This is an optimization exercise on Yosys and OpenROAD, whose aim is small area, a short achievable clock period and few clock cycles, not a production implementation. Only simulation tests tie the RTL to the original design; equivalence was not proved. No activity file was given, so power comes from the tool's default toggle rates.

===== flow/config.mk =====
export PLATFORM = sky130hd
export DESIGN_NAME = bstu
export DESIGN_NICKNAME = bstu
export VERILOG_FILES = /design/flow/design.v
export SDC_FILE = /design/flow/constraint.sdc
export NUM_CORES = 4
export LEC_CHECK = 0
export CAP_MARGIN = 20
export CORE_MARGIN = 2
export CORE_UTILIZATION = 40
export SLEW_MARGIN = 20

===== flow/constraint.sdc =====
create_clock -name core_clock -period 13.0 [get_ports {clk}]
set_input_delay 2.6000 -clock core_clock [delete_from_list [all_inputs] [get_ports {clk}]]
set_output_delay 2.6000 -clock core_clock [all_outputs]
set_load 0.01 [all_outputs]

===== flow/design.v =====
module bstu (
    input  wire        clk,
    input  wire        rst,         
    input  wire        reg_we,
    input  wire [3:0]  reg_addr,
    input  wire [31:0] reg_wdata,
    output reg  [31:0] reg_rdata,
    output wire        irq,
    output wire        rd_valid,
    output wire [31:0] rd_addr,
    input  wire        rd_ready,
    input  wire [7:0]  rd_data,
    input  wire        rd_err,
    output wire        wr_valid,
    output wire [31:0] wr_addr,
    output wire [7:0]  wr_data,
    input  wire        wr_ready,
    input  wire        wr_err
);
    localparam R_CMD = 4'd0, R_STATUS = 4'd1, R_CTRL = 4'd2, R_CAP = 4'd3,
               R_SRC = 4'd4, R_DST = 4'd5, R_N = 4'd6, R_EINFO = 4'd7;
    localparam E_ITEMSIZE = 4'd1, E_ILLEGAL = 4'd2, E_RANGE = 4'd3,
               E_OVERLAP = 4'd4, E_BUS = 4'd5;
    localparam OP_TBYTE = 4'd2, OP_UTBYTE = 4'd3, OP_TBIT = 4'd4, OP_UTBIT = 4'd5;
    localparam S_IDLE = 3'd0, S_DEC = 3'd1, S_MUL = 3'd2, S_CHK = 3'd3,
               S_INIT = 3'd4, S_RUN = 3'd5;
    reg [31:0] cmd_q;
    reg        busy, done, err, lost;
    reg [3:0]  ecode;
    reg        ie;
    reg        e_rd;       
    reg [31:0] src_q, dst_q, n_q;
    reg [31:0] tin  [0:3];
    reg [31:0] tout [0:3];
    wire [3:0] op  = cmd_q[3:0];
    wire [7:0] isz = cmd_q[15:8];
    reg [2:0]  state;
    reg [2:0]  mcnt;
    reg [39:0] acc;        
    reg        tail;       
    reg        rv, wv;     
    reg [2:0]  i;          
    reg [2:0]  gsz;        
    reg [31:0] c_g;        
    reg [7:0]  c_r;        
    reg        w_rend, w_fin;    
    reg        ori;        
    reg [31:0] rptr, rbase, wptr, wbase;
    reg [7:0]  buf_r [0:7];       
    wire is_tbit  = (op == OP_TBIT);
    wire is_utbit = (op == OP_UTBIT);
    wire is_bit   = is_tbit || is_utbit;
    wire [2:0]  tcnt = n_q[2:0];
    wire [31:0] wcnt = {3'd0, n_q[31:3]};
    wire        k8   = is_bit && !tail;
    wire [1:0] rkind = (op == OP_TBYTE || is_tbit) ? 2'd1 : (is_utbit && !tail) ? 2'd2 : 2'd0;
    wire [1:0] wkind = (op == OP_UTBYTE || is_utbit) ? 2'd1 : (is_tbit && !tail) ? 2'd2 : 2'd0;
    wire run = (state == S_RUN);
    assign rd_valid = run && rv;
    assign wr_valid = run && wv;
    assign rd_addr  = rptr;
    assign wr_addr  = wptr;
    wire rd_fire = rd_valid && rd_ready;
    wire wr_fire = wr_valid && wr_ready;
    wire bus_err = (rd_fire && rd_err) || (wr_fire && wr_err);
    wire adv     = run && (!rv || rd_ready) && (!wv || wr_ready) && !bus_err;
    wire gend  = (i == gsz);
    wire rend  = (c_g == 32'd0);
    wire rfin  = rend && (c_r == 8'd0);
    wire [63:0] a_flat;
    genvar gi, gb, gt;
    generate
        for (gi = 0; gi < 8; gi = gi + 1) begin : g_flat
            assign a_flat[8*gi +: 8] = buf_r[gi];
        end
    endgenerate
    reg [7:0] line;
    integer li;
    always @(*) begin
        for (li = 0; li < 8; li = li + 1)
            line[li] = ori ? buf_r[li][i] : buf_r[i][li];
    end
    wire [63:0] x_fwd [1:7];
    wire [63:0] x_inv [1:7];
    generate
        for (gt = 1; gt < 8; gt = gt + 1) begin : g_tail
            for (gi = 0; gi < 64; gi = gi + 1) begin : g_bit
                if (gi < 8 * gt) begin : g_in
                    assign x_fwd[gt][gi] = a_flat[8 * (gi % gt) + (gi / gt)];
                    assign x_inv[gt][gi] = a_flat[(gi % 8) * gt + (gi / 8)];
                end else begin : g_out
                    assign x_fwd[gt][gi] = 1'b0;
                    assign x_inv[gt][gi] = 1'b0;
                end
            end
        end
    endgenerate
    reg [63:0] x_tail;
    always @(*) begin
        x_tail = 64'd0;
        if (tcnt != 3'd0)
            x_tail = is_tbit ? x_fwd[tcnt] : x_inv[tcnt];
    end
    assign wr_data = tail ? x_tail[8*i +: 8] : line;
    wire [127:0] tin_flat = {tin[3], tin[2], tin[1], tin[0]};
    wire [127:0] ktile_out;
    generate
        for (gt = 0; gt < 2; gt = gt + 1) begin : g_half
            for (gi = 0; gi < 8; gi = gi + 1) begin : g_ki
                for (gb = 0; gb < 8; gb = gb + 1) begin : g_kj
                    assign ktile_out[64*gt + 8*gi + gb] = tin_flat[64*gt + 8*gb + gi];
                end
            end
        end
    endgenerate
    assign irq = ie && (done || err);
    wire [31:0] einfo = (ecode == E_BUS) ? (e_rd ? rptr : wptr) : 32'd0;
    always @(*) begin
        case (reg_addr)
            R_CMD:    reg_rdata = cmd_q;
            R_STATUS: reg_rdata = {24'd0, ecode, lost, err, done, busy};
            R_CTRL:   reg_rdata = {31'd0, ie};
            R_CAP:    reg_rdata = 32'd1;
            R_SRC:    reg_rdata = src_q;
            R_DST:    reg_rdata = dst_q;
            R_N:      reg_rdata = n_q;
            R_EINFO:  reg_rdata = einfo;
            4'd8, 4'd9, 4'd10, 4'd11:
                      reg_rdata = tin[reg_addr[1:0]];
            default:  reg_rdata = tout[reg_addr[1:0]];
        endcase
    end
    wire        legal_z = (cmd_q == 32'd0) || (cmd_q == 32'd1);
    wire        legal_t = (op >= OP_TBYTE) && (op <= OP_UTBIT) &&
                          (cmd_q[31:16] == 16'd0) && (cmd_q[7:6] == 2'd0);
    wire [39:0] mul_add = {acc[38:0], 1'b0} + (isz[mcnt] ? {8'd0, n_q} : 40'd0);
    wire [40:0] src_end = {9'd0, src_q} + {1'b0, acc};
    wire [40:0] dst_end = {9'd0, dst_q} + {1'b0, acc};
    wire        c_range = (src_end > 41'h1_0000_0000) || (dst_end > 41'h1_0000_0000);
    wire        c_overlap = (acc != 40'd0) &&
                            ({9'd0, src_q} < dst_end) && ({9'd0, dst_q} < src_end);
    wire [31:0] rstride = (rkind == 2'd1) ? {24'd0, isz} : (rkind == 2'd2) ? wcnt : 32'd1;
    wire [31:0] wstride = (wkind == 2'd1) ? {24'd0, isz} : (wkind == 2'd2) ? wcnt : 32'd1;
    wire [31:0] rptr_s  = rptr + rstride;
    wire [31:0] wptr_s  = wptr + wstride;
    wire [31:0] rptr_1  = rptr + 32'd1;
    wire [31:0] wptr_1  = wptr + 32'd1;
    wire [31:0] rbase_1 = rbase + 32'd1;
    wire [31:0] wbase_1 = wbase + 32'd1;
    always @(posedge clk) begin
        if (!rst && reg_we && !busy) begin
            case (reg_addr)
                R_SRC: src_q <= reg_wdata;
                R_DST: dst_q <= reg_wdata;
                R_N:   n_q   <= reg_wdata;
                4'd8, 4'd9, 4'd10, 4'd11: tin[reg_addr[1:0]] <= reg_wdata;
                default: ;
            endcase
        end
        if (!rst && state == S_DEC && cmd_q == 32'd1) begin
            tout[0] <= ktile_out[31:0];
            tout[1] <= ktile_out[63:32];
            tout[2] <= ktile_out[95:64];
            tout[3] <= ktile_out[127:96];
        end
    end
    integer br, bc;
    always @(posedge clk) begin
        if (adv && rv) begin
            for (br = 0; br < 8; br = br + 1)
                for (bc = 0; bc < 8; bc = bc + 1) begin
                    if (!ori && i == br[2:0]) buf_r[br][bc] <= rd_data[bc];
                    if (ori && i == bc[2:0])  buf_r[br][bc] <= rd_data[br];
                end
        end
    end
    always @(posedge clk) begin
        if (rst) begin
            cmd_q <= 32'd0;
            busy  <= 1'b0;
            done  <= 1'b0;
            err   <= 1'b0;
            lost  <= 1'b0;
            ecode <= 4'd0;
            ie    <= 1'b0;
            state <= S_IDLE;
        end else begin
            if (reg_we) begin
                case (reg_addr)
                    R_CMD: begin
                        if (busy || err) begin
                            lost <= 1'b1;
                        end else begin
                            cmd_q <= reg_wdata;
                            done  <= 1'b0;
                            busy  <= 1'b1;
                            state <= S_DEC;
                        end
                    end
                    R_STATUS: begin
                        if (reg_wdata[1]) done <= 1'b0;
                        if (reg_wdata[2]) begin
                            err <= 1'b0; ecode <= 4'd0;
                        end
                        if (reg_wdata[3]) lost <= 1'b0;
                    end
                    R_CTRL: ie <= reg_wdata[0];
                    R_SRC, R_DST, R_N, 4'd8, 4'd9, 4'd10, 4'd11:
                        if (busy) lost <= 1'b1;
                    default: ;
                endcase
            end
            case (state)
                S_DEC: begin
                    acc  <= 40'd0;
                    mcnt <= 3'd7;
                    if (legal_z) begin
                        busy <= 1'b0; done <= 1'b1; state <= S_IDLE;
                    end else if (!legal_t) begin
                        busy <= 1'b0; err <= 1'b1; ecode <= E_ILLEGAL; state <= S_IDLE;
                    end else if (isz == 8'd0) begin
                        busy <= 1'b0; err <= 1'b1; ecode <= E_ITEMSIZE; state <= S_IDLE;
                    end else begin
                        state <= S_MUL;
                    end
                end
                S_MUL: begin
                    acc  <= mul_add;
                    mcnt <= mcnt - 3'd1;
                    if (mcnt == 3'd0) state <= S_CHK;
                end
                S_CHK: begin
                    if (c_range) begin
                        busy <= 1'b0; err <= 1'b1; ecode <= E_RANGE; state <= S_IDLE;
                    end else if (c_overlap) begin
                        busy <= 1'b0; err <= 1'b1; ecode <= E_OVERLAP; state <= S_IDLE;
                    end else if (acc == 40'd0) begin
                        busy <= 1'b0; done <= 1'b1; state <= S_IDLE;
                    end else begin
                        state <= S_INIT;
                    end
                end
                S_INIT: begin
                    rptr <= src_q; rbase <= src_q;
                    wptr <= dst_q; wbase <= dst_q;
                    i <= 3'd0; ori <= 1'b0; rv <= 1'b1; wv <= 1'b0;
                    c_r <= isz - 8'd1;
                    if (!is_bit) begin
                        tail <= 1'b0; gsz <= 3'd0; c_g <= n_q - 32'd1;
                    end else if (wcnt != 32'd0) begin
                        tail <= 1'b0; gsz <= 3'd7; c_g <= wcnt - 32'd1;
                    end else begin
                        tail <= 1'b1; gsz <= tcnt - 3'd1; c_g <= 32'd0;
                    end
                    state <= S_RUN;
                end
                S_RUN: begin
                    if (bus_err) begin
                        busy <= 1'b0; err <= 1'b1; ecode <= E_BUS; state <= S_IDLE;
                        e_rd <= rd_fire && rd_err;
                    end else if (adv) begin
                        i <= gend ? 3'd0 : i + 3'd1;
                        if (rv) begin
                            if (!gend || (rkind == 2'd1 && !rend) || rkind == 2'd0)
                                rptr <= rptr_s;
                            else if ((rkind == 2'd1 && !rfin) || (rkind == 2'd2 && !rend)) begin
                                rptr <= rbase_1; rbase <= rbase_1;
                            end else begin
                                rptr <= rptr_1; rbase <= rptr_1;
                            end
                        end
                        if (wv) begin
                            if (!gend || (wkind == 2'd1 && !w_rend) || wkind == 2'd0)
                                wptr <= wptr_s;
                            else if ((wkind == 2'd1 && !w_fin) || (wkind == 2'd2 && !w_rend)) begin
                                wptr <= wbase_1; wbase <= wbase_1;
                            end else begin
                                wptr <= wptr_1; wbase <= wptr_1;
                            end
                        end
                        if (gend) begin
                            if (rv) begin
                                w_rend <= rend;
                                w_fin  <= rfin;
                                if (rend) begin
                                    c_g <= tail ? 32'd0 : k8 ? wcnt - 32'd1 : n_q - 32'd1;
                                    c_r <= c_r - 8'd1;
                                end else begin
                                    c_g <= c_g - 32'd1;
                                end
                            end
                            if (k8) ori <= ~ori;
                            if (!tail) begin
                                wv <= rv;
                                if (rv && rfin) rv <= 1'b0;
                            end else begin
                                wv <= rv;
                                rv <= wv && !w_fin;
                            end
                            if (wv && (tail ? w_fin : !rv)) begin
                                if (!tail && is_bit && tcnt != 3'd0) begin
                                    tail <= 1'b1; gsz <= tcnt - 3'd1; c_g <= 32'd0;
                                    c_r <= isz - 8'd1; ori <= 1'b0;
                                    rv <= 1'b1; wv <= 1'b0;
                                end else begin
                                    busy <= 1'b0; done <= 1'b1; state <= S_IDLE;
                                end
                            end
                        end
                    end
                end
                default: ;
            endcase
        end
    end
endmodule

===== flow/run.sh =====
#!/bin/bash
# synth_recipe.tcl (not shown) runs the flow's synth.tcl, then flattens the netlist and writes it again
# the make line also repeats each setting of config.mk as NAME=value (left out here)
make -C /OpenROAD-flow-scripts/flow DESIGN_CONFIG=/design/flow/config.mk WORK_HOME=/design/flow/orfs CLKGATE_MAP_FILE= SYNTH_SCRIPT=/design/flow/synth_recipe.tcl finish

==> results.toml, run 1 <==
[outcome]
status = "finished clean"

[power_and_ir_drop]
pwr_density_cell_mw_per_mm2 = 90.0
leakage_nw = 19.4
ir_worst_vdd_v = 0.000103

[placed_design]
port_buffers = 157
gp_congestion = 1.01
dp_hpwl_mm = 148
placed_cells = 6754

[die]
num_rows = 129
ios = 158
die_w_um = 356
initial_core_util_pct = 40.2
core-area_mm2 = 0.123
dieHeight_um = 356
dieArea_mm2 = 0.126

[route]
drt_wl_total_mm = 205
vias = 45400
ant_nets = 0
route.detailed.drc = 0
routed_via_density = 6.56
routedWlPerCell_um = 29.7
firstDrtPassIters = 9
drt_iter0_markers = 6684

[synthesis]
avgSynthCellArea_um2 = 9.46
yosys.area.top_type_share_pct = 38.9
synth_flop_cell = "edfxtp_1"
synth_common_cells = "edfxtp_1 (640), nand2_1 (616), a21oi_1 (472)"
syn_area_mm2 = 0.0495
synth_edf_count = 640
synthArstFlopShare_pct = 0
yosysWarnings = 131
synthTopCellsByArea = "edfxtp_1 (39%), ha_1 (5.9%), a21oi_1 (4.8%)"
synth.distinct_cells = 104
synth_nets = 5521
yosysMostFrequentCell = "edfxtp_1"
synth-seq-cells = 684
synth_top_cell_by_area = "edfxtp_1"
syn_inst = 5230
ys_seq_area_share_pct = 40.6

[setup_path]
critical_path_class = "in -> out"
critPathArrivalTime_ps = 6770
crit_fanout = 37
start_kind = "primary input"
end_kind = "output port"
required_ps = 10400

[timing]
tns_ps = 0
period_share_pct = 72.0
finalHoldViolCount = 0
skew_ps = 59.5
slew_viol_final = 0
setup_viol = 0
rsz0062_at_grt = "no"
min_period_ps = 9370
fmax_ghz = 0.107
slew_headroom_pct = 19.9
worst_pin_slew_ps = 1170

[grt]
overflow = 0
grt_max_degree = 83
grt_usage_pct = 31.5
grt_pass1_wl_mm = 294
antenna_found_initial = 24
grt_pass1_vias = 42000

[finish]
drive_gt1_share_pct = 7.81
final-seq-area_mm2 = 0.0201
multiInputGateArea_mm2 = 0.0278
n_fill_cell = 11700
area_growth_pct = 11.7
fin_nets = 5488
final_cells = 6922

[clocking]
cts_setup_buffers = 0
clock-root-buffer = "clkbuf_16"
path_clk_slew_ps = 60
cts_buffers = 78
clkLatencyLatePin_ps = 700
htreeDepth = 3
ctsResizeCount = 0
clk_path_buf_depth = 3
cts_tree = "built"
cts_sinks = 684
ctsHoldBuffers = 0

[run]
cap_violations = 0

[hold_path]
holdCritPathClass = "reg -> reg"
[path summary, 6_finish.rpt]
path,start,endpoint,slack [ps],depth (start not counted)
min,tin[3][4],tout[3][4],440,0
min reg2reg,tin[3][4],tout[3][4],440,0
max reg2reg,src_q[0],ecode[3],5580,24
max,reg_addr[3],reg_rdata[5],3630,11
[power breakdown]
group          internal [mW]  total (mW)  switching, mW
clock                   1.27        2.26          0.994
sequential              2.40        2.42         0.0206
combinational          0.114       0.290          0.176
[cell usage in the layout, fill, tap and decap left out, types with 44 or more instances in the layout]
master           instances
a21o_1                 146
dfxtp_1                 44
xnor2_1                142
inv_1                   89
o211ai_1                65
nor2_1                 368
ha_1                   235
or3_1                   50
mux2i_1                101
nand3_1                 97
a221oi_1                47
o21ai_0                338
xor2_1                 127
clkbuf_16               79
nand2_1                615
nor2b_1                 65
a21oi_1                470
nand4_1                 97
nor3_1                  85
and3_1                  69
mux4_2                  82
a222oi_1                53
a31oi_1                 54
buf_4                  107
clkdlybuf4s50_1        154
edfxtp_1               640
and2_1                  88
a22oi_1                 73
[per-stage QoR]
| stage | area [µm²] | setup slack [ps] | hold slack (ps) | utilization, % | power (mW) |
|---|---|---|---|---|---|
| 5_1_grt | 55200 | 3500 | 420 | 44.8 | 5.10 |
| 6_report | 55200 | 3630 | 436 | 44.9 | 4.97 |
| 3_5_place_dp | 52600 | 3720 | 431 | 42.7 | 2.75 |
| 4_1_cts | 55200 | 3730 | 407 | 44.8 | 4.99 |
| 3_3_place_gp | 52600 | 3400 | 428 | 42.7 | 2.75 |
| 2_1_floorplan | 49500 | 73.8 | 421 | - | 2.62 |
[metal layers]
metal	wire length (µm)	global-route usage, %
met2	87400	46.1
met4	9540	13.5
met3	25400	9.24
met5	86	0
met1	83000	43.1
[layout make-up]
type                            instances  area share (%)
Tap cell                             1637            3.71
Timing Repair Buffer                  262            4.25
Sequential cell                       684            36.4
Clock inverter                         30           0.775
Multi-Input combinational cell       4081            50.3
Clock buffer                          113            3.88
Antenna cell                           25           0.113
Inverter                               90           0.612
[critical path, cell delays in order]
cell and delay [ps]:
clkdlybuf4s50_1 450, buf_4 410, inv_1 80, buf_4 280, nand2_1 350, or3_2 670
nor2_1 110, a2111oi_0 940, o21a_1 240, a21oi_1 50, clkdlybuf4s50_1 550
[state kept, by name, indices dropped and copies added (netlist names), 4 cells and up]
| signal | flops |
|---|---|
| acc | 40 |
| buf_r | 64 |
| c_g | 32 |
| c_r | 8 |
| cmd_q | 32 |
| dst_q | 32 |
| ecode | 4 |
| n_q | 32 |
| rbase | 32 |
| rptr | 32 |
| src_q | 32 |
| tin | 128 |
| tout | 128 |
| wbase | 32 |
| wptr | 32 |
[cell families (layout without fill, tap and decap cells)]
group	Yosys count	after routing	share of synthesized area, %
XOR/XNOR	269	269	4.76
AND/OR/NAND/NOR	1741	1741	16.9
buffers and inverters	465	495	3.60
flip-flops	684	684	40.6
adder cells (fa/ha/maj)	240	240	6.15
multiplexers	212	212	6.44
AO/OA/AOI/OAI	1619	1619	21.5
other	0	25	0
Testbench counts, summed over its fixed seeds: cycles 802,896.
==> run 2: changes to the inputs <==
--- a/flow/design.v
+++ b/flow/design.v
@@ -38,3 +38,2 @@
     reg [2:0]  mcnt;
-    reg [39:0] acc;        
     reg        tail;       
@@ -48,2 +47,3 @@
     reg [31:0] rptr, rbase, wptr, wbase;
+    reg [1:0]  rhi, whi;   
     reg [7:0]  buf_r [0:7];       
@@ -67,3 +67,5 @@
     wire gend  = (i == gsz);
-    wire rend  = (c_g == 32'd0);
+    wire [31:0] c_g1 = c_g + 32'd1;
+    wire [31:0] gpr  = tail ? 32'd1 : k8 ? wcnt : n_q;
+    wire rend  = (c_g1 == gpr);
     wire rfin  = rend && (c_r == 8'd0);
@@ -135,16 +137,24 @@
                           (cmd_q[31:16] == 16'd0) && (cmd_q[7:6] == 2'd0);
-    wire [39:0] mul_add = {acc[38:0], 1'b0} + (isz[mcnt] ? {8'd0, n_q} : 40'd0);
-    wire [40:0] src_end = {9'd0, src_q} + {1'b0, acc};
-    wire [40:0] dst_end = {9'd0, dst_q} + {1'b0, acc};
-    wire        c_range = (src_end > 41'h1_0000_0000) || (dst_end > 41'h1_0000_0000);
-    wire        c_overlap = (acc != 40'd0) &&
-                            ({9'd0, src_q} < dst_end) && ({9'd0, dst_q} < src_end);
+    wire        mul     = (state == S_MUL);
+    wire        madd    = isz[mcnt];
+    wire [7:0]  nsh_hi  = madd ? c_r : 8'd0;
+    wire        r_over  = rhi[1] || (rhi[0] && rptr != 32'd0);
+    wire        w_over  = whi[1] || (whi[0] && wptr != 32'd0);
+    wire        c_range = r_over || w_over;
+    wire        c_overlap = (n_q != 32'd0) &&
+                            ({1'b0, dst_q} < {rhi[0], rptr}) && ({1'b0, src_q} < {whi[0], wptr});
     wire [31:0] rstride = (rkind == 2'd1) ? {24'd0, isz} : (rkind == 2'd2) ? wcnt : 32'd1;
     wire [31:0] wstride = (wkind == 2'd1) ? {24'd0, isz} : (wkind == 2'd2) ? wcnt : 32'd1;
-    wire [31:0] rptr_s  = rptr + rstride;
-    wire [31:0] wptr_s  = wptr + wstride;
-    wire [31:0] rptr_1  = rptr + 32'd1;
-    wire [31:0] wptr_1  = wptr + 32'd1;
-    wire [31:0] rbase_1 = rbase + 32'd1;
-    wire [31:0] wbase_1 = wbase + 32'd1;
+    wire r_stp  = !gend || rkind == 2'd0 || (rkind == 2'd1 && !rend);
+    wire r_base = !r_stp && ((rkind == 2'd1 && !rfin) || (rkind == 2'd2 && !rend));
+    wire w_stp  = !gend || wkind == 2'd0 || (wkind == 2'd1 && !w_rend);
+    wire w_base = !w_stp && ((wkind == 2'd1 && !w_fin) || (wkind == 2'd2 && !w_rend));
+    wire [31:0] r_x = (r_base && !mul) ? rbase : rptr;
+    wire [31:0] w_x = (w_base && !mul) ? wbase : wptr;
+    wire [31:0] r_y = mul ? (madd ? c_g : 32'd0) : r_stp ? rstride : 32'd1;
+    wire [31:0] w_y = mul ? (madd ? c_g : 32'd0) : w_stp ? wstride : 32'd1;
+    wire [32:0] r_sum = {1'b0, r_x} + {1'b0, r_y};
+    wire [32:0] w_sum = {1'b0, w_x} + {1'b0, w_y};
+    wire [9:0]  rhi_s = {8'd0, rhi} + {9'd0, r_sum[32]} + {2'd0, nsh_hi};
+    wire [9:0]  whi_s = {8'd0, whi} + {9'd0, w_sum[32]} + {2'd0, nsh_hi};
     always @(posedge clk) begin
@@ -214,4 +224,6 @@
                 S_DEC: begin
-                    acc  <= 40'd0;
-                    mcnt <= 3'd7;
+                    rptr <= src_q; wptr <= dst_q;
+                    rhi  <= 2'd0;  whi  <= 2'd0;
+                    c_g  <= n_q;   c_r  <= 8'd0;
+                    mcnt <= 3'd0;
                     if (legal_z) begin
@@ -227,5 +239,9 @@
                 S_MUL: begin
-                    acc  <= mul_add;
-                    mcnt <= mcnt - 3'd1;
-                    if (mcnt == 3'd0) state <= S_CHK;
+                    rptr <= r_sum[31:0];
+                    wptr <= w_sum[31:0];
+                    rhi  <= (rhi_s > 10'd2) ? 2'd2 : rhi_s[1:0];
+                    whi  <= (whi_s > 10'd2) ? 2'd2 : whi_s[1:0];
+                    {c_r, c_g} <= {c_r[6:0], c_g, 1'b0};
+                    mcnt <= mcnt + 3'd1;
+                    if (mcnt == 3'd7) state <= S_CHK;
                 end
@@ -236,3 +252,3 @@
                         busy <= 1'b0; err <= 1'b1; ecode <= E_OVERLAP; state <= S_IDLE;
-                    end else if (acc == 40'd0) begin
+                    end else if (n_q == 32'd0) begin
                         busy <= 1'b0; done <= 1'b1; state <= S_IDLE;
@@ -246,9 +262,9 @@
                     i <= 3'd0; ori <= 1'b0; rv <= 1'b1; wv <= 1'b0;
-                    c_r <= isz - 8'd1;
+                    c_r <= isz - 8'd1; c_g <= 32'd0;
                     if (!is_bit) begin
-                        tail <= 1'b0; gsz <= 3'd0; c_g <= n_q - 32'd1;
+                        tail <= 1'b0; gsz <= 3'd0;
                     end else if (wcnt != 32'd0) begin
-                        tail <= 1'b0; gsz <= 3'd7; c_g <= wcnt - 32'd1;
+                        tail <= 1'b0; gsz <= 3'd7;
                     end else begin
-                        tail <= 1'b1; gsz <= tcnt - 3'd1; c_g <= 32'd0;
+                        tail <= 1'b1; gsz <= tcnt - 3'd1;
                     end
@@ -263,18 +279,8 @@
                         if (rv) begin
-                            if (!gend || (rkind == 2'd1 && !rend) || rkind == 2'd0)
-                                rptr <= rptr_s;
-                            else if ((rkind == 2'd1 && !rfin) || (rkind == 2'd2 && !rend)) begin
-                                rptr <= rbase_1; rbase <= rbase_1;
-                            end else begin
-                                rptr <= rptr_1; rbase <= rptr_1;
-                            end
+                            rptr <= r_sum[31:0];
+                            if (!r_stp) rbase <= r_sum[31:0];
                         end
                         if (wv) begin
-                            if (!gend || (wkind == 2'd1 && !w_rend) || wkind == 2'd0)
-                                wptr <= wptr_s;
-                            else if ((wkind == 2'd1 && !w_fin) || (wkind == 2'd2 && !w_rend)) begin
-                                wptr <= wbase_1; wbase <= wbase_1;
-                            end else begin
-                                wptr <= wptr_1; wbase <= wptr_1;
-                            end
+                            wptr <= w_sum[31:0];
+                            if (!w_stp) wbase <= w_sum[31:0];
                         end
@@ -285,6 +291,6 @@
                                 if (rend) begin
-                                    c_g <= tail ? 32'd0 : k8 ? wcnt - 32'd1 : n_q - 32'd1;
+                                    c_g <= 32'd0;
                                     c_r <= c_r - 8'd1;
                                 end else begin
-                                    c_g <= c_g - 32'd1;
+                                    c_g <= c_g1;
                                 end
==> flow/flow/run.sh (new file) <==
#!/bin/bash
set -euo pipefail
export BUFFER_PORTS_ARGS="-buffer_cell sky130_fd_sc_hd__buf_2"
export SETUP_SLACK_MARGIN=6.8
bash standard.sh > standard.log 2>&1
==> flow/standard.sh (new file) <==
#!/bin/bash
# synth_recipe.tcl (not shown) runs the flow's synth.tcl, then flattens the netlist and writes it again
# the make line also repeats each setting of config.mk as NAME=value (left out here)
make -C /OpenROAD-flow-scripts/flow DESIGN_CONFIG=/design/flow/config.mk WORK_HOME=/design/flow/orfs CLKGATE_MAP_FILE= SYNTH_SCRIPT=/design/flow/synth_recipe.tcl "${@:-finish}"
--- a/flow/config.mk
+++ b/flow/config.mk
@@ -9,3 +9,5 @@
 export CORE_MARGIN = 2
-export CORE_UTILIZATION = 40
+export CORE_UTILIZATION = 50
+export CTS_BUF_LIST = sky130_fd_sc_hd__clkbuf_8
+export PLACE_DENSITY = 0.65
 export SLEW_MARGIN = 20
removed: flow/run.sh
==> run 2 against run 1 <==
  * Still clean on timing, DRC and antenna
  * Die area is 34% lower
  * Clock-buffer cell count up 4
  * Largest power group unchanged
  * First-iteration DRC count down 8.5%
  * Maximum frequency up 27%
  * Highest routed layer unchanged
==> results.toml, run 2 <==
[grt]
grt_pass1_wl_mm = 229
overflow = 0
grt_pass1_vias = 34200
grt_max_degree = 83
antenna_found_initial = 10
grt_usage_pct = 37.0

[synthesis]
synth.distinct_cells = 89
synth_edf_count = 604
synth_flop_cell = "edfxtp_1"
synthTopCellsByArea = "edfxtp_1 (45%), nand2_1 (4.6%), mux4_2 (4.5%)"
syn_inst = 3953
avgSynthCellArea_um2 = 10.3
syn_area_mm2 = 0.0406
synth-seq-cells = 648
yosysWarnings = 131
synth_top_cell_by_area = "edfxtp_1"
ys_seq_area_share_pct = 46.8
synth_common_cells = "edfxtp_1 (604), nand2_1 (503), a21oi_1 (361)"
synth_nets = 4155
yosysMostFrequentCell = "edfxtp_1"
synthArstFlopShare_pct = 0
yosys.area.top_type_share_pct = 44.6

[die]
initial_core_util_pct = 50.5
dieHeight_um = 289
core-area_mm2 = 0.0805
num_rows = 104
ios = 158
dieArea_mm2 = 0.0836
die_w_um = 289

[placed_design]
post_dp_cell_area_mm2 = 0.0426
dp_hpwl_mm = 103
port_buffers = 157
gp_congestion = 0.993

[route]
firstDrtPassIters = 12
routed_via_density = 6.88
route.detailed.drc = 0
routedWlPerCell_um = 29.7
drt_wl_total_mm = 158
vias = 36600
ant_nets = 0
drt_iter0_markers = 6119

[finish]
fin_nets = 4357
multiInputGateArea_mm2 = 0.0216
finalInstanceArea_mm2 = 0.0484
final-seq-area_mm2 = 0.0190
layout_common_cells = "edfxtp_1 (604), nand2_1 (489), a21oi_1 (297), o21ai_0 (223), buf_4 (186)"
n_fill_cell = 6664
final_util_pct = 60.1
area_growth_pct = 19.2
layout_commonest_cell = "edfxtp_1"
drive_gt1_share_pct = 24.3

[timing]
skew_ps = 64.8
rsz0062_at_grt = "yes"
slew_headroom_pct = 26.6
min_period_ps = 7350
slew_viol_final = 0
period_share_pct = 56.5
setup_viol = 0
finalHoldViolCount = 0
worst_pin_slew_ps = 1100
tns_ps = 0
fmax_ghz = 0.136

[clocking]
cts_tree = "built"
ctsHoldBuffers = 0
clock-root-buffer = "clkbuf_8"
clkLatencyLatePin_ps = 790
cts_buffers = 111
clk_path_buf_depth = 3
path_clk_slew_ps = 70
cts_sinks = 648
htreeDepth = 3

[power_and_ir_drop]
leakage_nw = 17.9
ir_worst_vdd_v = 0.000103
pwr_density_cell_mw_per_mm2 = 92.9

[setup_path]
critPathArrivalTime_ps = 7810
start_kind = "flop"
slowest_delay_ps = 600
critical_path_class = "reg -> reg"
end_kind = "flop"
rrSetupSlack_ps = 5650
crit_fanout = 16
cp_common_cell = "a21oi_2"
required_ps = 13470
slowest_stage = "or4_4"

[hold_path]
holdCritPathClass = "reg -> reg"

[outcome]
status = "finished clean"

[run]
cap_violations = 0
-- run 2: cell count changes after synthesis, moves of 37 or more --
cell and delta:
nor2_1 -189, nand2_1 -113, a21oi_1 -111, ha_1 -90
o21ai_0 -69, xnor2_1 -68, xor2_1 -68, mux2_2 +58
clkbuf_1 -57, and2_1 -54, nand4_1 -51, nor3_1 -45
nor2b_1 -37
-- run 2: report_power, final --
part           total [mW]  switching (mW)  internal (mW)
clock                1.95           0.935           1.01
combinational       0.265           0.159          0.105
sequential           2.29          0.0126           2.27
-- run 2: final timing paths --
| check | depth (start not counted) | start | to |
|---|---|---|---|
| max | 29 | c_g[6] | rhi[1] |
| min | 0 | tin[3][29] | tout[3][15] |
| max reg2reg | 29 | c_g[6] | rhi[1] |
| min reg2reg | 0 | tin[3][29] | tout[3][15] |
-- run 2: logic make-up after synthesis --
group / share of synthesized area [%]
XOR/XNOR: 3.09
AND/OR/NAND/NOR: 13.2
multiplexers: 8.63
buffers and inverters: 4.09
flip-flops: 46.8
adder cells (fa/ha/maj): 4.76
AO/OA/AOI/OAI: 19.5
-- run 2: routing by layer --
| metal | vias to the layer above | part of all wire (%) | global-route usage [%] |
|---|---|---|---|
| li1 | 15500 | - | - |
| met1 | 17600 | 37 | 50.2 |
| met2 | 2896 | 43 | 54.6 |
| met3 | 590 | 14 | 11.0 |
| met4 | 4 | 5.5 | 16.9 |
| met5 | - | 0.015 | 0 |
-- run 2: layout make-up --
type                       count  share of cell area (%)
tap                         1060                    2.74
inverter                     102                   0.902
timing repair buffer         415                    7.57
clock inverter                93                    1.44
timing repair inverter         1                  0.0336
multi-input combinational   2876                    44.6
clock buffer                 117                    3.32
sequential                   648                    39.3
antenna                        9                  0.0465
-- run 2: worst max-delay path, delay by kind of cell (launching register included) --
kind,cells,cell delay (ps)
xor gates and xnor gates,2,290
adders and majority gates,3,1060
buffers and inverters,4,830
AOI/OAI and AO/OA,10,1700
and+or+nand+nor,9,2340
DFF,1,470
muxes,1,350
-- run 2: timing repair --
action | in CTS | in global routing
gates resized for setup | 274 | 99
setup endpoints to repair | 92 | 76
cloned | 20 | 3
buffers inserted | 137 | 32
pin swaps | 146 | 76
-- run 2: per-stage QoR --
stage	setup WS, ps	cells	total power, mW	hold slack, ps
floorplan	5920	3953	2.46	421
global placement	4590	4910	2.55	426
detailed placement	4580	4910	2.55	432
CTS	5760	5277	4.49	416
global route	5440	5314	4.60	441
finish	5650	5321	4.50	432
Testbench counts of run 2, summed over its fixed seeds: cycles 802,896.
==> run 3: changes to the inputs <==
--- a/flow/design.v
+++ b/flow/design.v
@@ -43,2 +43,3 @@
     reg [31:0] c_g;        
+    reg        rk1, rk2, wk1, wk2;    
     reg [7:0]  c_r;        
@@ -46,2 +47,4 @@
     reg        ori;        
+    reg        tprep;      
+    reg [7:0]  tail_q;     
     reg [31:0] rptr, rbase, wptr, wbase;
@@ -55,4 +58,2 @@
     wire        k8   = is_bit && !tail;
-    wire [1:0] rkind = (op == OP_TBYTE || is_tbit) ? 2'd1 : (is_utbit && !tail) ? 2'd2 : 2'd0;
-    wire [1:0] wkind = (op == OP_UTBYTE || is_utbit) ? 2'd1 : (is_tbit && !tail) ? 2'd2 : 2'd0;
     wire run = (state == S_RUN);
@@ -67,5 +68,4 @@
     wire gend  = (i == gsz);
-    wire [31:0] c_g1 = c_g + 32'd1;
-    wire [31:0] gpr  = tail ? 32'd1 : k8 ? wcnt : n_q;
-    wire rend  = (c_g1 == gpr);
+    wire [31:0] gm1  = (is_bit ? wcnt : n_q) - 32'd1;    
+    wire rend  = (c_g == 32'd0);
     wire rfin  = rend && (c_r == 8'd0);
@@ -105,3 +105,8 @@
     end
-    assign wr_data = tail ? x_tail[8*i +: 8] : line;
+    wire [2:0] tsel = tprep ? 3'd0 : i + 3'd1;
+    always @(posedge clk) begin
+        if (run && (tprep || (adv && wv)))
+            tail_q <= x_tail[8*tsel +: 8];
+    end
+    assign wr_data = tail ? tail_q : line;
     wire [127:0] tin_flat = {tin[3], tin[2], tin[1], tin[0]};
@@ -145,8 +150,8 @@
                             ({1'b0, dst_q} < {rhi[0], rptr}) && ({1'b0, src_q} < {whi[0], wptr});
-    wire [31:0] rstride = (rkind == 2'd1) ? {24'd0, isz} : (rkind == 2'd2) ? wcnt : 32'd1;
-    wire [31:0] wstride = (wkind == 2'd1) ? {24'd0, isz} : (wkind == 2'd2) ? wcnt : 32'd1;
-    wire r_stp  = !gend || rkind == 2'd0 || (rkind == 2'd1 && !rend);
-    wire r_base = !r_stp && ((rkind == 2'd1 && !rfin) || (rkind == 2'd2 && !rend));
-    wire w_stp  = !gend || wkind == 2'd0 || (wkind == 2'd1 && !w_rend);
-    wire w_base = !w_stp && ((wkind == 2'd1 && !w_fin) || (wkind == 2'd2 && !w_rend));
+    wire [31:0] rstride = rk1 ? {24'd0, isz} : rk2 ? wcnt : 32'd1;
+    wire [31:0] wstride = wk1 ? {24'd0, isz} : wk2 ? wcnt : 32'd1;
+    wire r_stp  = !gend || !(rk1 || rk2) || (rk1 && !rend);
+    wire r_base = !r_stp && ((rk1 && !rfin) || (rk2 && !rend));
+    wire w_stp  = !gend || !(wk1 || wk2) || (wk1 && !w_rend);
+    wire w_base = !w_stp && ((wk1 && !w_fin) || (wk2 && !w_rend));
     wire [31:0] r_x = (r_base && !mul) ? rbase : rptr;
@@ -261,10 +266,15 @@
                     wptr <= dst_q; wbase <= dst_q;
-                    i <= 3'd0; ori <= 1'b0; rv <= 1'b1; wv <= 1'b0;
-                    c_r <= isz - 8'd1; c_g <= 32'd0;
+                    i <= 3'd0; ori <= 1'b0; rv <= 1'b1; wv <= 1'b0; tprep <= 1'b0;
+                    c_r <= isz - 8'd1;
+                    rk1 <= (op == OP_TBYTE) || is_tbit;
+                    wk1 <= (op == OP_UTBYTE) || is_utbit;
                     if (!is_bit) begin
-                        tail <= 1'b0; gsz <= 3'd0;
+                        tail <= 1'b0; gsz <= 3'd0; c_g <= gm1;
+                        rk2 <= 1'b0; wk2 <= 1'b0;
                     end else if (wcnt != 32'd0) begin
-                        tail <= 1'b0; gsz <= 3'd7;
+                        tail <= 1'b0; gsz <= 3'd7; c_g <= gm1;
+                        rk2 <= is_utbit; wk2 <= is_tbit;
                     end else begin
-                        tail <= 1'b1; gsz <= tcnt - 3'd1;
+                        tail <= 1'b1; gsz <= tcnt - 3'd1; c_g <= 32'd0;
+                        rk2 <= 1'b0; wk2 <= 1'b0;
                     end
@@ -276,2 +286,5 @@
                         e_rd <= rd_fire && rd_err;
+                    end else if (tprep) begin
+                        tprep <= 1'b0;
+                        wv    <= 1'b1;
                     end else if (adv) begin
@@ -291,6 +304,6 @@
                                 if (rend) begin
-                                    c_g <= 32'd0;
+                                    c_g <= tail ? 32'd0 : gm1;
                                     c_r <= c_r - 8'd1;
                                 end else begin
-                                    c_g <= c_g1;
+                                    c_g <= c_g - 32'd1;
                                 end
@@ -302,4 +315,5 @@
                             end else begin
-                                wv <= rv;
-                                rv <= wv && !w_fin;
+                                wv    <= 1'b0;
+                                tprep <= rv;
+                                rv    <= wv && !w_fin;
                             end
@@ -309,2 +323,3 @@
                                     c_r <= isz - 8'd1; ori <= 1'b0;
+                                    rk2 <= 1'b0; wk2 <= 1'b0;
                                     rv <= 1'b1; wv <= 1'b0;
--- a/flow/config.mk
+++ b/flow/config.mk
@@ -9,5 +9,5 @@
 export CORE_MARGIN = 2
-export CORE_UTILIZATION = 50
+export CORE_UTILIZATION = 45
 export CTS_BUF_LIST = sky130_fd_sc_hd__clkbuf_8
-export PLACE_DENSITY = 0.65
+export PLACE_DENSITY = 0.62
 export SLEW_MARGIN = 20
==> run 3 against run 2 <==
  * Synthesized area is 2.0% higher
  * Sequential power is 2% higher
  * Combinational power is 4% lower
==> results.toml, run 3 <==
[outcome]
status = "finished clean"

[clocking]
clk_path_buf_depth = 3
cts_tree = "built"
clock-root-buffer = "clkbuf_8"
htreeDepth = 3
ctsHoldBuffers = 0
clkLatencyLatePin_ps = 770
cts_buffers = 110
cts_sinks = 661
path_clk_slew_ps = 60

[synthesis]
syn_area_mm2 = 0.0415
yosys.area.top_type_share_pct = 44.7
muxShareOfSynthArea_pct = 7.55
synth_nets = 4285
avgSynthCellArea_um2 = 10.2
ys_seq_area_share_pct = 46.8
synth-seq-cells = 661
yosysWarnings = 131
synth_compound_area_share_pct = 21.3
synth_top_cell_by_area = "edfxtp_1"
synthTopCellsByArea = "edfxtp_1 (45%), a21oi_1 (4.5%), mux4_2 (4.5%)"
synth_edf_count = 617
synthXorXnorAreaFrac_pct = 2.05
synth.distinct_cells = 90
yosys.area_share.simple_pct = 13.2
synthArstFlopShare_pct = 0
syn_inst = 4081
synth_fa_ha_area_share_pct = 4.73
synth_top_family_by_area = "compound AO/OA/AOI/OAI gates"
synth_flop_cell = "edfxtp_1"
synth_common_cells = "edfxtp_1 (617), nand2_1 (468), a21oi_1 (372)"
yosysMostFrequentCell = "edfxtp_1"

[run]
cap_violations = 0

[die]
dieArea_mm2 = 0.0946
ios = 158
num_rows = 111
dieHeight_um = 308
initial_core_util_pct = 45.3
core-area_mm2 = 0.0915
die_w_um = 308

[setup_path]
reg2reg_depth = 24
crit_fanout = 8
slowest_stage = "or3_4"
slowest_delay_ps = 430
start_kind = "primary input"
critPathArrivalTime_ps = 4410
required_ps = 10400
critical_path_class = "in -> out"
end_kind = "output port"
path_cells = "buf_8 > buf_12 > inv_16 > nand2_8 > or3_4 > buf_12 > o211ai_1 > o21ai_1 > a21oi_2 > buf_2"
cp_common_cell = "buf_12"

[power_and_ir_drop]
power_switching_mw = 1.08
p_comb_share_pct = 5.9
ir_worst_vdd_v = 0.0000905
pwr_density_cell_mw_per_mm2 = 91.6
leakage_nw = 17.3
intPower_mw = 3.26
p_clk_share_pct = 40.3
p_sw_share_pct = 24.9
seqPwrFrac_pct = 53.8

[placed_design]
gp_congestion = 0.991
port_buffers = 157
dp_hpwl_mm = 108
pre_cts_slack_ps = 4300
placed_cells = 5151

[route]
firstDrtPassIters = 12
routed_via_density = 6.76
routedWlPerCell_um = 28.9
drt_wl_total_mm = 158
route.detailed.drc = 0
ant_nets = 0
vias = 37000
drt_iter0_markers = 5947

[timing]
tns_ps = 0
finalHoldViolCount = 0
skew_ps = 51.2
rsz0062_at_grt = "yes"
slew_headroom_pct = 24.7
setup_viol = 0
worst_slack_ps = 5990
fmax_ghz = 0.143
fin_hold_ws_ps = 438
period_share_pct = 54.0
worst_pin_slew_ps = 1120
slew_viol_final = 0
min_period_ps = 7010

[hold_path]
hold_depth = 0
holdCritPathClass = "reg -> reg"

[grt]
antenna_found_initial = 6
grt_usage_pct = 32.7
overflow = 0
grt_max_degree = 109
grt_pass1_vias = 34300
grt_pass1_wl_mm = 230

[finish]
layout_commonest_cell = "edfxtp_1"
fin_nets = 4394
drive_gt1_share_pct = 18.4
final_cells = 5469
layout_common_cells = "edfxtp_1 (617), nand2_1 (462), a21oi_1 (336), o21ai_0 (274), nor2_1 (207)"
final_util_pct = 51.7
area_growth_pct = 14.1
## run 3: cell types whose count changed in the layout (fill, tap and decap cells not counted), sizes merged, moves of 18 or more
| cell | before | now |
|---|---|---|
| a211oi | 27 | 45 |
| buf | 402 | 337 |
| inv | 133 | 158 |
| mux2 | 86 | 50 |
| nand2 | 503 | 468 |
| nand2b | 42 | 23 |
| nor2 | 188 | 222 |
| nor3 | 46 | 79 |
| o21ai | 271 | 311 |
| xnor2 | 74 | 50 |
## run 3: final timing paths
kind,slack [ps],start,to
setup reg to reg,6840,c_g[19],rhi[1]
hold reg to reg,440,tin[3][25],tout[2][15]
hold / removal,440,tin[3][25],tout[2][15]
setup / recovery,5990,reg_addr[3],reg_rdata[31]
## run 3: kinds of logic after synthesis
logic type      Yosys count
simple gates           1149
xor+xnor                 97
compound gates         1348
fa+ha+maj               153
mux                     204
flops                   661
buf+inv                 469
## run 3: cell type report
type | instances | area, µm²
clock buffer | 113 | 1560
antenna | 3 | 7.51
timing repair buffer | 345 | 2770
tap | 1186 | 1480
sequential | 661 | 19400
multi-input combinational | 2954 | 21100
timing repair inverter | 2 | 15.0
clock inverter | 89 | 465
fill | 8021 | 44200
inverter | 116 | 467
## run 3: stage by stage
stage	total power, mW	cell area, µm²
2_1_floorplan	2.50	42000
3_3_place_gp	2.59	43400
3_5_place_dp	2.59	43500
4_1_cts	4.34	46900
5_1_grt	4.45	47300
6_report	4.33	47300
## run 3: repair_timing
action / in CTS / in global routing
setup buffers: 59 / 37
pin swaps: 50 / 47
cloned: 16 / 0
endpoints found under the hold margin: 0 / 0
gates resized for setup: 114 / 30
setup endpoints to repair: 86 / 43
## run 3: critical path: cells and delay by family
| family | cells | cell delay [ps] |
|---|---|---|
| AOI/OAI and AO/OA | 3 | 650 |
| buffers and inverters | 5 | 640 |
| and+or+nand+nor | 2 | 490 |
## run 3: power groups by stage
stage / sequential, mW / clock (mW) / combinational (mW)
after floorplan: 2.37 / 0 / 0.135
after global placement: 2.38 / 0 / 0.211
after detailed placement: 2.38 / 0 / 0.213
after CTS: 2.33 / 1.76 / 0.248
after global routing: 2.33 / 1.85 / 0.269
final: 2.33 / 1.75 / 0.254
## run 3: metal layers
layer	track usage, %	vias to the layer above	wire [µm]
met5	0	-	12
met1	47.0	17900	63100
li1	-	15900	-
met4	12.6	2	6620
met2	47.9	2655	67500
met3	7.33	422	21000
Testbench counts of run 3, summed over its fixed seeds: cycles 805,984.
==> run 4: changes to the inputs <==
--- a/flow/design.v
+++ b/flow/design.v
@@ -39,4 +39,5 @@
     reg        tail;       
-    reg        rv, wv;     
-    reg [2:0]  i;          
+    reg        rv;         
+    reg        wv;         
+    reg [2:0]  ri, wi;     
     reg [2:0]  gsz;        
@@ -59,4 +60,4 @@
     wire run = (state == S_RUN);
-    assign rd_valid = run && rv;
-    assign wr_valid = run && wv;
+    assign rd_valid = run && rv && !(tail && (wv || tprep));
+    assign wr_valid = run && wv && !tprep;
     assign rd_addr  = rptr;
@@ -66,7 +67,9 @@
     wire bus_err = (rd_fire && rd_err) || (wr_fire && wr_err);
-    wire adv     = run && (!rv || rd_ready) && (!wv || wr_ready) && !bus_err;
-    wire gend  = (i == gsz);
-    wire [31:0] gm1  = (is_bit ? wcnt : n_q) - 32'd1;    
-    wire rend  = (c_g == 32'd0);
-    wire rfin  = rend && (c_r == 8'd0);
+    wire w_adv   = wr_fire && !bus_err;
+    wire r_adv   = rd_fire && !bus_err && (!wv || ri < wi || (ri == wi && w_adv));
+    wire r_gend = (ri == gsz);
+    wire w_gend = (wi == gsz);
+    wire [31:0] gpr  = is_bit ? wcnt : n_q;    
+    wire rend  = (c_g == 32'd1);
+    wire rfin  = rend && (c_r == 8'd1);
     wire [63:0] a_flat;
@@ -82,3 +85,3 @@
         for (li = 0; li < 8; li = li + 1)
-            line[li] = ori ? buf_r[li][i] : buf_r[i][li];
+            line[li] = ori ? buf_r[li][wi] : buf_r[wi][li];
     end
@@ -105,5 +108,5 @@
     end
-    wire [2:0] tsel = tprep ? 3'd0 : i + 3'd1;
+    wire [2:0] tsel = tprep ? 3'd0 : wi + 3'd1;
     always @(posedge clk) begin
-        if (run && (tprep || (adv && wv)))
+        if (run && (tprep || w_adv))
             tail_q <= x_tail[8*tsel +: 8];
@@ -124,15 +127,23 @@
     wire [31:0] einfo = (ecode == E_BUS) ? (e_rd ? rptr : wptr) : 32'd0;
+    reg [31:0] rg0, rg1, rg2, rg3;
     always @(*) begin
-        case (reg_addr)
-            R_CMD:    reg_rdata = cmd_q;
-            R_STATUS: reg_rdata = {24'd0, ecode, lost, err, done, busy};
-            R_CTRL:   reg_rdata = {31'd0, ie};
-            R_CAP:    reg_rdata = 32'd1;
-            R_SRC:    reg_rdata = src_q;
-            R_DST:    reg_rdata = dst_q;
-            R_N:      reg_rdata = n_q;
-            R_EINFO:  reg_rdata = einfo;
-            4'd8, 4'd9, 4'd10, 4'd11:
-                      reg_rdata = tin[reg_addr[1:0]];
-            default:  reg_rdata = tout[reg_addr[1:0]];
+        case (reg_addr[1:0])
+            2'd0:    rg0 = cmd_q;
+            2'd1:    rg0 = {24'd0, ecode, lost, err, done, busy};
+            2'd2:    rg0 = {31'd0, ie};
+            default: rg0 = 32'd1;
+        endcase
+        case (reg_addr[1:0])
+            2'd0:    rg1 = src_q;
+            2'd1:    rg1 = dst_q;
+            2'd2:    rg1 = n_q;
+            default: rg1 = einfo;
+        endcase
+        rg2 = tin[reg_addr[1:0]];
+        rg3 = tout[reg_addr[1:0]];
+        case (reg_addr[3:2])
+            2'd0:    reg_rdata = rg0;
+            2'd1:    reg_rdata = rg1;
+            2'd2:    reg_rdata = rg2;
+            default: reg_rdata = rg3;
         endcase
@@ -152,5 +163,5 @@
     wire [31:0] wstride = wk1 ? {24'd0, isz} : wk2 ? wcnt : 32'd1;
-    wire r_stp  = !gend || !(rk1 || rk2) || (rk1 && !rend);
+    wire r_stp  = !r_gend || !(rk1 || rk2) || (rk1 && !rend);
     wire r_base = !r_stp && ((rk1 && !rfin) || (rk2 && !rend));
-    wire w_stp  = !gend || !(wk1 || wk2) || (wk1 && !w_rend);
+    wire w_stp  = !w_gend || !(wk1 || wk2) || (wk1 && !w_rend);
     wire w_base = !w_stp && ((wk1 && !w_fin) || (wk2 && !w_rend));
@@ -183,7 +194,7 @@
     always @(posedge clk) begin
-        if (adv && rv) begin
+        if (run && r_adv) begin
             for (br = 0; br < 8; br = br + 1)
                 for (bc = 0; bc < 8; bc = bc + 1) begin
-                    if (!ori && i == br[2:0]) buf_r[br][bc] <= rd_data[bc];
-                    if (ori && i == bc[2:0])  buf_r[br][bc] <= rd_data[br];
+                    if (!ori && ri == br[2:0]) buf_r[br][bc] <= rd_data[bc];
+                    if (ori && ri == bc[2:0])  buf_r[br][bc] <= rd_data[br];
                 end
@@ -266,4 +277,4 @@
                     wptr <= dst_q; wbase <= dst_q;
-                    i <= 3'd0; ori <= 1'b0; rv <= 1'b1; wv <= 1'b0; tprep <= 1'b0;
-                    c_r <= isz - 8'd1;
+                    ri <= 3'd0; wi <= 3'd0; ori <= 1'b0; rv <= 1'b1; wv <= 1'b0; tprep <= 1'b0;
+                    c_r <= isz;
                     rk1 <= (op == OP_TBYTE) || is_tbit;
@@ -271,9 +282,9 @@
                     if (!is_bit) begin
-                        tail <= 1'b0; gsz <= 3'd0; c_g <= gm1;
+                        tail <= 1'b0; gsz <= 3'd0; c_g <= gpr;
                         rk2 <= 1'b0; wk2 <= 1'b0;
                     end else if (wcnt != 32'd0) begin
-                        tail <= 1'b0; gsz <= 3'd7; c_g <= gm1;
+                        tail <= 1'b0; gsz <= 3'd7; c_g <= gpr;
                         rk2 <= is_utbit; wk2 <= is_tbit;
                     end else begin
-                        tail <= 1'b1; gsz <= tcnt - 3'd1; c_g <= 32'd0;
+                        tail <= 1'b1; gsz <= tcnt - 3'd1; c_g <= 32'd1;
                         rk2 <= 1'b0; wk2 <= 1'b0;
@@ -286,17 +297,32 @@
                         e_rd <= rd_fire && rd_err;
-                    end else if (tprep) begin
-                        tprep <= 1'b0;
-                        wv    <= 1'b1;
-                    end else if (adv) begin
-                        i <= gend ? 3'd0 : i + 3'd1;
-                        if (rv) begin
-                            rptr <= r_sum[31:0];
-                            if (!r_stp) rbase <= r_sum[31:0];
+                    end else begin
+                        if (tprep) begin
+                            tprep <= 1'b0;
+                            wv    <= 1'b1;
                         end
-                        if (wv) begin
+                        if (w_adv) begin
                             wptr <= w_sum[31:0];
                             if (!w_stp) wbase <= w_sum[31:0];
+                            if (w_gend) begin
+                                wi <= 3'd0;
+                                wv <= 1'b0;
+                                if (tail ? w_fin : !rv) begin
+                                    if (!tail && is_bit && tcnt != 3'd0) begin
+                                        tail <= 1'b1; gsz <= tcnt - 3'd1; c_g <= 32'd1;
+                                        c_r <= isz; ori <= 1'b0;
+                                        rk2 <= 1'b0; wk2 <= 1'b0;
+                                        rv <= 1'b1; ri <= 3'd0;
+                                    end else begin
+                                        busy <= 1'b0; done <= 1'b1; state <= S_IDLE;
+                                    end
+                                end
+                            end else begin
+                                wi <= wi + 3'd1;
+                            end
                         end
-                        if (gend) begin
-                            if (rv) begin
+                        if (r_adv) begin
+                            rptr <= r_sum[31:0];
+                            if (!r_stp) rbase <= r_sum[31:0];
+                            if (r_gend) begin
+                                ri <= 3'd0;
                                 w_rend <= rend;
@@ -304,3 +330,3 @@
                                 if (rend) begin
-                                    c_g <= tail ? 32'd0 : gm1;
+                                    c_g <= tail ? 32'd1 : gpr;
                                     c_r <= c_r - 8'd1;
@@ -309,21 +335,11 @@
                                 end
-                            end
-                            if (k8) ori <= ~ori;
-                            if (!tail) begin
-                                wv <= rv;
-                                if (rv && rfin) rv <= 1'b0;
-                            end else begin
-                                wv    <= 1'b0;
-                                tprep <= rv;
-                                rv    <= wv && !w_fin;
-                            end
-                            if (wv && (tail ? w_fin : !rv)) begin
-                                if (!tail && is_bit && tcnt != 3'd0) begin
-                                    tail <= 1'b1; gsz <= tcnt - 3'd1; c_g <= 32'd0;
-                                    c_r <= isz - 8'd1; ori <= 1'b0;
-                                    rk2 <= 1'b0; wk2 <= 1'b0;
-                                    rv <= 1'b1; wv <= 1'b0;
+                                if (rfin) rv <= 1'b0;
+                                if (tail) begin
+                                    tprep <= 1'b1;
                                 end else begin
-                                    busy <= 1'b0; done <= 1'b1; state <= S_IDLE;
+                                    wv <= 1'b1; wi <= 3'd0;
+                                    if (k8) ori <= ~ori;
                                 end
+                            end else begin
+                                ri <= ri + 3'd1;
                             end
==> flow/flow/run.sh (replaced) <==
#!/bin/bash
set -euo pipefail
export BUFFER_PORTS_ARGS="-buffer_cell sky130_fd_sc_hd__buf_2"
export SETUP_SLACK_MARGIN=6.5
bash standard.sh > standard.log 2>&1
==> run 4 against run 3 <==
  * Via count is 2.2% lower
  * Combinational power up 17%
  * First-iteration DRC count is 4.1% higher
  * Routed wire length is 0.70% higher
  * Clock power increased by 12%
  * Die area down 1.1%
  * Global-route usage grew 0.25 points
  * Synthesized cell count is 1.8% lower
  * Sequential share of layout area is 0.43 points higher
  * Worst hold slack worse by 30 ps
  * Highest routed layer unchanged
  * Core utilization up 0.49 points
  * Register-to-register slack worse by 390 ps
  * Largest power group unchanged
==> results.toml, run 4 <==
[outcome]
status = "finished clean"

[finish]
layout_commonest_cell = "edfxtp_1"
n_fill_cell = 7941
area_growth_pct = 14.8
layout_common_cells = "edfxtp_1 (620), nand2_1 (564), o21ai_0 (336), a21oi_1 (273), nor2_1 (210)"
fin_nets = 4345
drive_gt1_share_pct = 18.2
final_util_pct = 52.2

[power_and_ir_drop]
finalPower_mw = 4.61
pwr_density_cell_mw_per_mm2 = 98.0
ir_worst_vdd_v = 0.000121
leakage_nw = 17.6

[synthesis]
synth_nets = 4219
synth_common_cells = "edfxtp_1 (620), nand2_1 (569), o21ai_0 (357)"
yosysMostFrequentCell = "edfxtp_1"
ys_seq_area_share_pct = 47.6
syn_inst = 4007
synth-seq-cells = 664
syn_area_mm2 = 0.0410
yosysWarnings = 131
avgSynthCellArea_um2 = 10.2
synth_flop_cell = "edfxtp_1"
synthTopCellsByArea = "edfxtp_1 (45%), nand2_1 (5.2%), ha_1 (4.7%)"
synth_edf_count = 620
synth.distinct_cells = 87
synth_top_cell_by_area = "edfxtp_1"
synthArstFlopShare_pct = 0
yosys.area.top_type_share_pct = 45.4

[clocking]
cts_tree = "built"
cts_sinks = 664
clock-root-buffer = "clkbuf_8"
htreeDepth = 3
path_clk_slew_ps = 60
clk_path_buf_depth = 3
ctsHoldBuffers = 0
clkLatencyLatePin_ps = 820
cts_buffers = 113

[route]
vias = 36200
route.detailed.drc = 0
drt_wl_total_mm = 159
firstDrtPassIters = 12
routedWlPerCell_um = 29.5
routed_via_density = 6.68
ant_nets = 0
drt_iter0_markers = 6189

[setup_path]
timing.critical_path.buf_inv = 4
reg2reg_depth = 25
worstReg2RegStart = "c_g[24]"
critPathArrivalTime_ps = 4290
required_ps = 10400
cpLargestDelayFamily = "multiplexers"
cp_common_cell = "buf_16"
rrSetupSlack_ps = 6450
reg2reg_to = "rhi[1]"
start_kind = "primary input"
slowest_delay_ps = 490
end_kind = "output port"
critical_path_class = "in -> out"
slowest_stage = "mux4_2"
crit_fanout = 8
path_cells = "buf_16 > buf_12 > buf_16 > mux4_2 > mux2_4 > a221o_1 > buf_2"

[die]
die_w_um = 306
ios = 158
initial_core_util_pct = 45.5
num_rows = 110
dieArea_mm2 = 0.0935
core-area_mm2 = 0.0901
dieHeight_um = 306

[placed_design]
gp_congestion = 0.991
dp_hpwl_mm = 109
port_buffers = 157

[timing]
worst_pin_slew_ps = 1140
fin_hold_ws_ps = 407
period_share_pct = 53.0
slew_headroom_pct = 24.0
rsz0062_at_grt = "yes"
setup_viol = 0
finalHoldViolCount = 0
skew_ps = 84.1
slew_viol_final = 0
tns_ps = 0
fmax_ghz = 0.145
min_period_ps = 6890

[grt]
grt_usage_pct = 32.9
antenna_found_initial = 3
grt_max_degree = 78
overflow = 0
grt_pass1_vias = 33500
grt_pass1_wl_mm = 229

[hold_path]
whs_endpoint = "tout[3][16]"
hold_depth = 0
worst_hold_startpoint = "tin[2][6]"
holdCritPathClass = "reg -> reg"

[run]
cap_violations = 0
run 4: changes by cell type in the layout (fill, tap and decap cells not counted), sizes merged, moves of 27 or more:
cell / before / now
buf: 337 / 307
a21oi: 373 / 284
a21o: 120 / 85
nand2: 468 / 570
a211oi: 45 / 18
o21ai: 311 / 362
a222oi: 66 / 25
mux2: 50 / 87
run 4: final cells by class:
class / count / area [µm²] / share of cell area [%]
Inverter: 107 / 418 / 0.888
Antenna cell: 2 / 5.00 / 0.0106
Clock buffer: 119 / 1640 / 3.48
Sequential cell: 664 / 19500 / 41.4
Clock inverter: 93 / 668 / 1.42
Timing Repair Buffer: 317 / 2770 / 5.89
Multi-Input combinational cell: 2930 / 20600 / 43.7
Tap cell: 1176 / 1470 / 3.13
run 4: per-layer routing:
metal,wire length [µm],global-route usage [%]
met1,64000,46.6
met2,66700,47.3
met3,22700,10.5
met4,5860,11.6
met5,13,0
run 4: timing repair:
item,CTS,global route
hold endpoints to repair,0,0
buffers inserted,40,17
cloned,18,4
pin swaps,30,20
gates resized for setup,145,48
setup endpoints to repair,44,44
run 4: worst max-delay path by stage:
stage / startpoint / to / slack (ps) / cells past startpoint
floorplan: reg_addr[1] / reg_rdata[15] / 6410 / 5
global placement: reg_addr[0] / reg_rdata[2] / 4910 / 8
detailed placement: reg_addr[0] / reg_rdata[4] / 5110 / 9
CTS: reg_addr[0] / reg_rdata[27] / 6110 / 7
global route: reg_addr[0] / reg_rdata[19] / 6100 / 7
finish: reg_addr[0] / reg_rdata[27] / 6110 / 7
run 4: stage by stage:
step                worst slack, ps  cell area (µm²)  instances
floorplan                      6410            41200       4007
global placement               4910            42900       5114
detailed placement             5110            42900       5114
CTS                            6110            46600       5384
global route                   6100            47000       5408
finish                         6110            47000       5408
run 4: logic make-up (layout without fill, tap and decap cells):
family	Yosys count	in the layout	synth area share, %
simple gates	1218	1219	13.7
compound gates	1213	1213	19.0
flops	664	664	47.6
buf+inv	414	636	3.88
mux	253	253	9.01
fa+ha+maj	161	161	5.02
xor+xnor	84	84	1.79
other cells	0	2	0
run 4: report_power, final:
part	leakage, nW	internal [mW]	total (mW)	switching, mW
Clock	1.32	1.02	1.96	0.940
Combinational	10.3	0.124	0.296	0.172
Sequential	5.97	2.34	2.36	0.0201
Total	17.6	3.48	4.61	1.13
Testbench counts of run 4, summed over its fixed seeds: cycles 813,493.
==> run 5: changes to the inputs <==
==> flow/flow/run.sh (replaced) <==
#!/bin/bash
set -euo pipefail
export BUFFER_PORTS_ARGS="-buffer_cell sky130_fd_sc_hd__buf_2"
export SETUP_SLACK_MARGIN=6.8
bash standard.sh > standard.log 2>&1
==> run 5 against run 4 <==
  * Still clean on timing, DRC and antenna
  * First-iteration DRC count is 1.6% higher
  * Sequential power about the same
  * Register-to-register slack improved by 460 ps
  * Sequential share of layout area decreased by 0.64 points
  * Core utilization grew 0.82 points
  * Clock power fell by 3%
  * Power is 1.1% lower
  * Clock skew decreased by 19 ps
  * Maximum frequency increased by 1.3%
  * Critical path depth fell by 1
  * Clock-buffer cell count unchanged
  * Critical path type unchanged
==> results.toml, run 5 <==
[grt]
grt_pass1_vias = 33800
antenna_found_initial = 3
overflow = 0
grt_pass1_wl_mm = 231
grt_max_degree = 83
grt_usage_pct = 33.4

[clocking]
clock-root-buffer = "clkbuf_8"
cts_tree = "built"
cts_sinks = 664
path_clk_slew_ps = 60
clkLatencyLatePin_ps = 810
clk_path_buf_depth = 3
cts_buffers = 112
htreeDepth = 3

[power_and_ir_drop]
pwr_density_cell_mw_per_mm2 = 95.4
leakage_nw = 17.8
ir_worst_vdd_v = 0.000114

[placed_design]
gp_congestion = 1.00
dp_hpwl_mm = 110
pre_cts_slack_ps = 4570
placed_cells = 5108
port_buffers = 157

[synthesis]
yosysMostFrequentCell = "edfxtp_1"
yosys.area.top_type_share_pct = 45.4
synth_flop_cell = "edfxtp_1"
avgSynthCellArea_um2 = 10.2
ys_seq_area_share_pct = 47.6
synth_common_cells = "edfxtp_1 (620), nand2_1 (569), o21ai_0 (357)"
synth-seq-cells = 664
synth_nets = 4219
synth_edf_count = 620
synth.distinct_cells = 87
syn_area_mm2 = 0.0410
yosysWarnings = 131
syn_inst = 4007
synthTopCellsByArea = "edfxtp_1 (45%), nand2_1 (5.2%), ha_1 (4.7%)"
synthArstFlopShare_pct = 0
synth_top_cell_by_area = "edfxtp_1"

[finish]
drive_gt1_share_pct = 20.5
layout_commonest_cell = "edfxtp_1"
n_fill_cell = 7914
multiInputGateArea_mm2 = 0.0210
final_cells = 5443
fin_nets = 4383
area_growth_pct = 16.6
final-seq-area_mm2 = 0.0195
layout_common_cells = "edfxtp_1 (620), nand2_1 (554), o21ai_0 (322), a21oi_1 (271), nor2_1 (208)"

[setup_path]
reg2reg_depth = 31
crit_fanout = 6
critical_path_class = "in -> out"
end_kind = "output port"
start_kind = "primary input"
required_ps = 10400
critPathArrivalTime_ps = 4200

[timing]
worst_pin_slew_ps = 1140
setup_viol = 0
finalHoldViolCount = 0
period_share_pct = 52.3
skew_ps = 65.0
fmax_ghz = 0.147
rsz0062_at_grt = "yes"
worst_slack_ps = 6200
slew_viol_final = 0
slew_headroom_pct = 23.5
min_period_ps = 6800
tns_ps = 0

[route]
met2_length_mm = 68.3
firstDrtPassIters = 11
drt_iter0_markers = 6288
drt_wl_total_mm = 162
routed_via_density = 6.74
ant_nets = 0
vias = 36700
route.detailed.drc = 0
routed-wl-met3_mm = 22.7
routedWlPerCell_um = 29.8
wl_met1_mm = 64.7
highest_layer = "met4"

[run]
cap_violations = 0

[die]
dieHeight_um = 306
dieArea_mm2 = 0.0935
die_w_um = 306
num_rows = 110
ios = 158
initial_core_util_pct = 45.5
core-area_mm2 = 0.0901

[hold_path]
holdCritPathClass = "reg -> reg"
hold_depth = 0

[outcome]
status = "finished clean"
run 5: final timing paths:
check                   start       endpoint  slack, ps
hold / removal     tin[1][24]     tout[0][7]        430
setup / recovery  reg_addr[0]  reg_rdata[18]       6200
setup reg to reg       c_g[4]      rbase[14]       6910
hold reg to reg    tin[1][24]     tout[0][7]        430
run 5: metrics by stage:
stage          utilization [%]  hold WS [ps]  area [µm²]  power (mW)
2_1_floorplan                -           421       41200        2.53
3_3_place_gp              47.5           426       42800        2.63
3_5_place_dp              47.5           430       42800        2.63
4_1_cts                   51.9           438       46800        4.56
5_1_grt                   53.0           447       47800        4.68
6_report                  53.0           428       47800        4.56
run 5: per-layer routing:
layer  global-route usage [%]  up-vias
li1                         -    15700
met1                     47.8    17900
met2                     48.0     2714
met3                     9.64      425
met4                     12.4        0
met5                        0        -
run 5: cells by family (layout without fill, tap and decap cells):
family                   after synthesis  count (layout)  share of synthesized area (%)
buffers and inverters                414             668                           3.88
flip-flops                           664             664                           47.6
other                                  0               3                              0
AND/OR/NAND/NOR                     1218            1221                           13.7
AO/OA/AOI/OAI                       1213            1213                           19.0
XOR/XNOR                              84              84                           1.79
multiplexers                         253             253                           9.01
adder cells (fa/ha/maj)              161             161                           5.02
run 5: what timing repair did:
| item | 4_1_cts | 5_1_grt |
|---|---|---|
| endpoints found under the setup margin | 50 | 53 |
| pin swaps | 41 | 60 |
| setup buffers | 60 | 35 |
| gates resized for setup | 159 | 136 |
| gates cloned | 24 | 4 |
| hold buffers | 0 | 0 |
run 5: power breakdown:
| group | internal, mW | switching [mW] | leakage, nW | total [mW] |
|---|---|---|---|---|
| clock network | 0.976 | 0.927 | 1.25 | 1.90 |
| registers | 2.34 | 0.0205 | 5.97 | 2.36 |
| logic | 0.127 | 0.174 | 10.6 | 0.301 |
run 5: worst max-delay path, stage by stage:
cell and delay (ps):
buf_16 130, buf_16 150, mux4_2 510, mux2_4 290
a221o_1 350, buf_2 160
run 5: cell type report:
type	instances	share of cell area (%)
Sequential cell	664	40.8
Inverter	107	0.903
Clock buffer	119	3.43
Clock inverter	88	1.23
Tap cell	1176	3.08
Antenna cell	3	0.0157
Multi-Input combinational cell	2932	43.9
Timing Repair Buffer	354	6.67

## static timing again, ports no longer ideal
The flow's constraints put no driver on any port. The routed layouts listed below were extracted and timed again, unchanged, in two steps. Step 1 sets driving cells, clkbuf_16 on the clock port and buf_2 on the other inputs (assumed; they add their load-dependent delay and slew). Step 2 moves the port delays by t, midway between the first and last clock arrival at a register: inputs arrive t later, outputs are due t later. That takes back most of the time a late clock gives input paths. Three values: no drivers, after step 1, after step 2; two values: the first two.
run | shift t [ns] | setup slack, ns | worst setup path after step 2
run 1 | 0.744 | 3.634 / 3.609 / 3.609 | input to output
run 2 | 0.812 | 5.654 / 5.654 / 5.654 | register to register
run 3 | 0.812 | 5.985 / 5.856 / 5.856 | input to output
run 4 | 0.843 | 6.111 / 5.899 / 5.899 | input to output
run 5 | 0.842 | 6.196 / 5.841 / 5.841 | input to output
After both steps every run listed still meets setup and hold. The setup slack of run 5, which loses most, moves by -0.355 ns with the drivers and by -0.355 ns with both steps.
